This is an optimization exercise on Yosys and OpenROAD, whose aim is small area, a short achievable clock period and few clock cycles, not a production implementation.
In this exercise RTL edits were held to simulation tests only and were not proved equivalent to the original.
No activity file was given, so power comes from the tool's default toggle rates.

Setup of job 9989:
Design updi_host, start of the top module:
module updi_host (
    input  wire        clk,
    input  wire        rst,
    input  wire        cfg_a24,
    input  wire        req_valid,
    output wire        req_ready,
    input  wire [4:0]  req_op,
    input  wire        req_wide,
    input  wire [23:0] req_addr,
    input  wire [15:0] req_data,
    input  wire [16:0] req_len,
    output wire        rsp_valid,
    output wire [2:0]  rsp_kind,
    output wire [2:0]  rsp_stage,
    output wire [2:0]  rsp_cause,
    output wire [15:0] rsp_data,
    output wire [1:0]  life,
    output wire [1:0]  session,
    output wire        desync,
    input  wire        wd_valid,
    output wire        wd_ready,
    input  wire [7:0]  wd_data,
    output wire        rd_valid,
    output wire [7:0]  rd_data,
    output wire        ctl_valid,
    output wire [2:0]  ctl_cmd,
    input  wire        ctl_ready,
    input  wire        ctl_fail,
    output wire        tx_valid,
    output wire [7:0]  tx_data,
    input  wire        tx_ready,
    input  wire        rx_valid,
    input  wire        rx_err,
    input  wire [7:0]  rx_data,
    output wire        rx_ready
);
    localparam [4:0] OP_OPEN   = 5'd0,  OP_CLOSE  = 5'd1,  OP_DBRK   = 5'd2,
                     OP_ISP    = 5'd3,  OP_CDL    = 5'd4,  OP_INIT   = 5'd5,
  ...
Size: roughly 1700 cells after synthesis, ~390 flip-flops, roughly 150 I/O pins, ~16000 um^2 of cells after synthesis.
clock: 8.0 ns
lec_check: 0
abc_clock_period_in_ps: 3000
cap_margin: 20
core_margin: 2
core_utilization: 40
setup_slack_margin: 5
slew_margin: 20
run.sh (not shown) runs the stock make flow with config.mk's settings and CLKGATE_MAP_FILE= SYNTH_SCRIPT=/design/flow/synth_recipe.tcl, a recipe that flattens the netlist after the stock synthesis.
Every stage of the flow completed for job 9989, and the final layout passed the timing, DRC and antenna checks.
Testbench counts of job 9989, summed over its fixed seeds: cycles 22,261.
What job 6202 does differently from job 9989 at the input level:
Settings: a deleted SETUP_SLACK_MARGIN that had been 5; a deleted ABC_CLOCK_PERIOD_IN_PS that had been 3000.
### Flow results
Diff job 9989 -> job 6202: largest net degree at the start of global routing grew by 6, fraction of the mapped netlist area in adder cells level, placed wire-length estimate saw a decrease, critical path depth dropped 1. Compared with job 9989, job 6202 shows a lower number of buffers and inverters on the critical path. Cmp job 6202 and job 9989 / measured slew at the worst slew-check pin / higher: job 9989.
diff inputs: job 6202 => job 4863
Settings: ABC_CLOCK_PERIOD_IN_PS newly set to 4000; SETUP_SLACK_MARGIN newly set to 3.5.
[summary]
- In the route summary, job 4863 ends up with a via count exceeding that of job 6202.
- NOTE: non-clock buffer count in job 4863 exceeds that of job 6202
- Worst setup slack for register-to-register paths in job 4863 vs job 6202: up 180 ps
- As far as smallest hold slack is concerned, job 6202 and job 4863 perform about the same.
- The highest attainable clock frequency of job 4863 exceeds that of job 6202 by about 30%.
- Going from job 6202 to job 4863, design internal power went up by about 1.4%, post-detailed-placement half-perimeter wirelength went up 670 um.
- Job 4863 does worse than job 6202 on relative slew slack.
- Relative area of non-clock buffer cells in the final design for job 4863 is higher than for job 6202.
- Job 4863 ended with every stage complete and zero timing, DRC or antenna violations.
- DRC marker count from the first detailed-route iteration, job 6202 and job 4863: higher on job 4863
- The core region area was comparable across job 6202 and job 4863.

== run A ==
Another version of the RTL of updi_host (not shown whole).
Size: ~1700 cells after synthesis, roughly 380 flip-flops, about 150 I/O pins, ~0.017 mm2 of cells after synthesis.
make LEC_CHECK=0 ABC_CLOCK_PERIOD_IN_PS=4000 CAP_MARGIN=20 CORE_MARGIN=2 CORE_UTILIZATION=40 CTS_BUF_LIST='sky130_fd_sc_hd__clkbuf_4 sky130_fd_sc_hd__clkbuf_8' CTS_CLUSTER_SIZE=30 SETUP_SLACK_MARGIN=3.5 SLEW_MARGIN=20 finish   # period 8.0 ns
Testbench counts of run A, summed over its fixed seeds: cycles 22,261.
Inputs modified between run A and run B:
==> flow/config.mk <==
export PLATFORM = sky130hd
export DESIGN_NAME = updi_host
export DESIGN_NICKNAME = updi_host
export VERILOG_FILES = /design/flow/design.v
export SDC_FILE = /design/flow/constraint.sdc
export NUM_CORES = 4
export LEC_CHECK = 0
export ABC_AREA = 1
export CAP_MARGIN = 20
export CORE_MARGIN = 2
export CORE_UTILIZATION = 40
export SETUP_SLACK_MARGIN = 3.5
export SLEW_MARGIN = 20
Notes after the runs:
Run B finished every stage and its layout cleared the timing, DRC and antenna checks. Taking run A over run B, the maximum clock rate ratio works out to 0.919. Compared with run A, run B shows a higher sequential share of layout area. Run B: total standard cell area after synthesis is 940 um2 lower than what run A reported. The most common cell after layout, fill and taps aside comes out dfxtp_1 in one run and nand2_1 in the other, namely in run A and run B respectively. | simple-gate area share of the yosys netlist | run B vs run A | 2.6 points higher |.
Relative to run B, the following input files were edited for run C:
-- flow/config.mk --
<<< run B, line 7
export LEC_CHECK = 0
export ABC_AREA = 1
export CAP_MARGIN = 20
>>> run C, line 7
export LEC_CHECK = 0
export ABC_CLOCK_PERIOD_IN_PS = 4000
export CAP_MARGIN = 20
--- outcome ---
The higher detailed router's first-iteration violation count came out of run C.
Run C vs. run B: count of inverters other than clock inverters in the layout shows a reduction of 87%; number of global-route vias before repair shows an increase of 3.1%.
Compared with run B, run C shows a lower final standard cell utilization of the core.
A worst setup path endpoint of rsp_r$_SDFF_PP0_ is what run B shows, while rsp_valid belongs to run C.
Run B → run C: multiplexer area fraction after synthesis saw an increase, clock power saw an increase, aggregate routed wire length saw an increase.
Changes in run D relative to run C:
-- flow/config.mk --
<<< run C, line 7
export LEC_CHECK = 0
export ABC_CLOCK_PERIOD_IN_PS = 4000
export CAP_MARGIN = 20
>>> run D, line 7
export LEC_CHECK = 0
export ABC_AREA = 1
export CAP_MARGIN = 20
<<< run C, line 11
export CORE_UTILIZATION = 40
export SETUP_SLACK_MARGIN = 3.5
export SLEW_MARGIN = 20
>>> run D, line 11
export CORE_UTILIZATION = 40
export SETUP_SLACK_MARGIN = 4.5
export SLEW_MARGIN = 20
[summary]
Relative contribution of sequential cells to total power is higher on run D. Run C -> run D: detailed-route wire length decreased slightly. Mapped cell area went down by a few percent going from run C to run D. Going from run C to run D, maximum VDD drop grew by more than 10%. Run C reports its launching element of the worst setup path as rx_data[4] while run D reports rx_data[2]. Per the comparison of run D with run C, post-route fraction of the period consumed by the critical path dropped 5.8 points; power per standard cell area moved down.

port drivers added, routing unchanged:
No port has a modelled driver above. Below, the same layouts with a new extraction and two added sets of constraints. Step 1 (the two cells are an assumption about what drives the block):
set clk [get_ports {clk}]
set_driving_cell -lib_cell sky130_fd_sc_hd__clkbuf_16 $clk
set_driving_cell -lib_cell sky130_fd_sc_hd__buf_2 [delete_from_list [all_inputs] $clk]
Step 2 moves the port delays by t, midway between the first and last clock arrival at a register: inputs arrive t later, outputs are due t later. That takes back most of the time a late clock gives input paths. a / b / c = no drivers / after step 1 / after step 2; a / b = the first two.
run | t, ns | setup WS [ns] | hold slack, ns | clock arrival spread, ns
job 9989 | 0.625 | 3.221 / 3.163 / 3.188 | 0.321 / 0.321 / 0.321 | 0.023 / 0.023
job 6202 | 0.621 | 1.793 / 1.734 / 1.993 | 0.320 / 0.320 / 0.320 | 0.041 / 0.041
job 4863 | 0.609 | 3.182 / 3.142 / 2.965 | 0.319 / 0.319 / 0.319 | 0.037 / 0.037
run A | 0.663 | 2.999 / 2.955 / 2.955 | 0.310 / 0.310 / 0.310 | 0.035 / 0.035
run B | 0.623 | 3.404 / 3.366 / 2.797 | 0.310 / 0.310 / 0.310 | 0.041 / 0.041
run C | 0.611 | 3.001 / 2.956 / 2.662 | 0.322 / 0.322 / 0.322 | 0.023 / 0.023
run D | 0.613 | 3.464 / 3.423 / 3.085 | 0.324 / 0.324 / 0.324 | 0.021 / 0.021
After both steps setup and hold are still met in every run listed. For run B, which loses most, drivers alone change the setup slack by -0.038 ns; drivers and shift together by -0.607 ns.
